This design comes from an exercise in tuning for small area, a short achievable clock period and few clock cycles per item on the open sky130 flow, not from production work.
In this exercise RTL edits were held to simulation tests only and were not proved equivalent to the original.
Power and IR drop assume default switching activity.

MS:
// tdn2_acc
module tdn2_acc (
    input  wire        clk,
    input  wire        rst,           
    input  wire        cmd_valid,
    output wire        cmd_ready,
    input  wire [23:0] cmd,
    input  wire        btn,           
    output reg         rsp_valid,
    output reg  [1:0]  rsp_status,
    output reg  [15:0] rsp_data,
    output reg         rly_auto,
    output reg         rly_dir,
    output reg         drv_pwr
);
For scale: ~2900 cells after synthesis, roughly 330 flip-flops, about 51 I/O pins, roughly 24000 µm² of cells after synthesis.
clock: 12.0 ns
lec_check: 0
cap_margin: 20
core_margin: 2
core_utilization: 55
slew_margin: 20
tns_end_percent: 100
standard.sh (not shown) runs the stock make flow with config.mk's settings and CLKGATE_MAP_FILE= SYNTH_SCRIPT=/design/flow/synth_recipe.tcl, a recipe that flattens the netlist after the stock synthesis.
==> flow/flow/run.sh <==
#!/bin/bash
# The standard layout (standard.sh: ORFS from synthesis to the final
# layout), with the timing repair after placement, CTS and global routing
# aiming at 5 ns instead of the 12 ns clock period, and sizing not held to the
# cells footprints, so that the layout
# gets as fast as the logic allows. Everything else is the standard flow.
set -euo pipefail
bash standard.sh SETUP_SLACK_MARGIN=7 MATCH_CELL_FOOTPRINT=0 finish > standard.log 2>&1
MS went all the way through synthesis, placement and routing and the layout is clean on timing, DRC and antenna.
Testbench counts of MS, summed over its fixed seeds: cycles 805,560, ops 776,106.
[inputs] TR vs MS
Settings: TNS_END_PERCENT removed (was 100).
==> flow/flow/run.sh <==
#!/bin/bash
# The standard layout (standard.sh: ORFS from synthesis to the final
# layout), with the timing repair after placement, CTS and global routing
# aiming at 5 ns instead of the 12 ns clock period, so that the layout
# gets as fast as the logic allows. Everything else is the standard flow.
set -euo pipefail
bash standard.sh SETUP_SLACK_MARGIN=7 finish > standard.log 2>&1
Results
- Taking MS as the reference, in TR total number of vias increased 83; setup slack of the critical path after layout increased 38 ps; setup slack of the worst register-to-register path increased 40 ps.
- Higher maximum operating frequency goes to TR over MS.
- Any difference in number of different library cells in the post-synthesis netlist between TR and MS is small enough to ignore.
- [compare] base=MS new=TR: total power fell 1.3%, post-layout instance area has remained practically unchanged.

========
tdn2_acc again, from the RTL that the note above started with.
Design tdn2_acc, start of the top module:
module tdn2_acc (
    input  wire        clk,
    input  wire        rst,           
    input  wire        cmd_valid,
    output wire        cmd_ready,
    input  wire [23:0] cmd,
    input  wire        btn,           
    output reg         rsp_valid,
    output reg  [1:0]  rsp_status,
    output reg  [15:0] rsp_data,
    output reg         rly_auto,
    output reg         rly_dir,
    output reg         drv_pwr
);
==> flow/config.mk <==
export PLATFORM = sky130hd
export DESIGN_NAME = tdn2_acc
export DESIGN_NICKNAME = tdn2_acc
export VERILOG_FILES = /design/flow/design.v
export SDC_FILE = /design/flow/constraint.sdc
export NUM_CORES = 4
export LEC_CHECK = 0
export CAP_MARGIN = 20
export CORE_MARGIN = 2
export CORE_UTILIZATION = 55
export SLEW_MARGIN = 20
export TNS_END_PERCENT = 100
==> flow/constraint.sdc <==
create_clock -name core_clock -period 12.0 [get_ports {clk}]
set_input_delay 2.4000 -clock core_clock [delete_from_list [all_inputs] [get_ports {clk}]]
set_output_delay 2.4000 -clock core_clock [all_outputs]
set_load 0.01 [all_outputs]
==> flow/flow/run.sh <==
#!/bin/bash
# The standard layout (standard.sh: ORFS from synthesis to the final
# layout), with the timing repair after placement, CTS and global routing
# aiming at 5 ns instead of the 12 ns clock period, so that the layout
# gets as fast as the logic allows. Everything else is the standard flow.
set -euo pipefail
bash standard.sh SETUP_SLACK_MARGIN=7 finish > standard.log 2>&1
Testbench counts at the start, summed over its fixed seeds: cycles 805,560, ops 776,106.
Change:
==> flow/flow/run.sh (replaced) <==
#!/bin/bash
# The standard layout (standard.sh: ORFS from synthesis to the final
# layout), with the timing repair after placement, CTS and global routing
# aiming at 5.25 ns instead of the 12 ns clock period, so that the layout
# gets as fast as the logic allows. Everything else is the standard flow.
set -euo pipefail
bash standard.sh SETUP_SLACK_MARGIN=6.75 finish > standard.log 2>&1
Outcome: The changed run finished clean. Non-clock buffer count is lower by 19. Sequential share of layout area increases by 0.39 points. Final cell count decreases by 0.57%. Core utilization fell by 1.1 points.
Change:
==> flow/flow/run.sh (replaced) <==
#!/bin/bash
# The standard layout (standard.sh: ORFS from synthesis to the final
# layout), with two changes to how the layout is made:
# - the timing repair after placement, CTS and global routing aims at 5.25 ns
#   instead of the 12 ns clock period, so that the layout gets as fast as
#   the logic allows;
# - every input and output port still gets a buffer, but a buf_2 rather than
#   the delay buffer buffer_ports picks by default (smaller and faster).
# Everything else is the standard flow.
set -euo pipefail
bash standard.sh SETUP_SLACK_MARGIN=6.75 "BUFFER_PORTS_ARGS=-buffer_cell sky130_fd_sc_hd__buf_2" finish > standard.log 2>&1
Outcome: Synthesized cell count stays the same. Non-clock buffer count is unchanged. Via count went up by 0.48%. Flip-flop and latch count is unchanged.
Change:
==> flow/flow/run.sh (replaced) <==
#!/bin/bash
# The standard layout (standard.sh: ORFS from synthesis to the final
# layout), with the timing repair after placement, CTS and global routing
# aiming at 4.75 ns instead of the 12 ns clock period, so that the layout
# gets as fast as the logic allows. Everything else is the standard flow.
set -euo pipefail
bash standard.sh SETUP_SLACK_MARGIN=7.25 finish > standard.log 2>&1
Outcome:
- final cell count is higher by 2.1%
- wire length goes up by 3.2%
- area after synthesis stays the same
- worst hold slack loses 0.0058 ns
- clock power came out lower by about 3%
Change:
==> flow/flow/run.sh (replaced) <==
#!/bin/bash
# The standard layout (standard.sh: ORFS from synthesis to the final
# layout), with two changes to how the layout is made:
# - the timing repair after placement, CTS and global routing aims at 5 ns
#   instead of the 12 ns clock period, so that the layout gets as fast as
#   the logic allows;
# - every input and output port still gets a buffer, but a buf_2 rather than
#   the delay buffer buffer_ports picks by default (smaller and faster).
# Everything else is the standard flow.
set -euo pipefail
bash standard.sh SETUP_SLACK_MARGIN=7 "BUFFER_PORTS_ARGS=-buffer_cell sky130_fd_sc_hd__buf_2" finish > standard.log 2>&1
TNS_END_PERCENT = default   (was 100)
Result:
- via count came out lower by a few percent
- design area came out lower by a few percent
- critical path depth came out lower by 1
- area after synthesis does not change
- setup slack loses 0.032 ns
- final cell count came out lower slightly
- fmax came out lower slightly

==> separate check: timing with driven ports <==
The results above use ideal ports. As a check the final layouts listed here were re-extracted and re-timed, cells and wires unchanged.
Step 1 sets driving cells, clkbuf_16 on the clock port and buf_2 on the other inputs (assumed; they add their load-dependent delay and slew).
Step 2 times the ports against the registers' clock, not the clock port: input delays grow and output delays shrink by t, the midpoint of the rising clock arrivals with the driver on.
a / b / c = ideal ports / drivers / drivers and shift; a / b = the first two.
run | shift t [ns] | setup slack, ns | worst hold slack (ns)
MS | 0.619 | 7.072 / 7.072 / 6.581 | 0.460 / 0.460 / 0.460
TR | 0.615 | 7.111 / 7.111 / 6.594 | 0.457 / 0.457 / 0.457
the first run of note 2 | 0.615 | 7.111 / 7.111 / 6.594 | 0.457 / 0.457 / 0.457
the second run of note 2 | 0.611 | 6.980 / 6.980 / 6.414 | 0.458 / 0.458 / 0.458
the third run of note 2 | 0.622 | 6.900 / 6.900 / 6.373 | 0.466 / 0.466 / 0.466
the fourth run of note 2 | 0.623 | 7.072 / 7.072 / 6.684 | 0.460 / 0.460 / 0.460
the fifth run of note 2 | 0.615 | 7.039 / 7.039 / 6.605 | 0.467 / 0.467 / 0.467
After both steps every run listed still meets setup and hold. The setup slack of the second run of note 2, which loses most, moves by 0.000 ns with the drivers and by -0.566 ns with both steps.
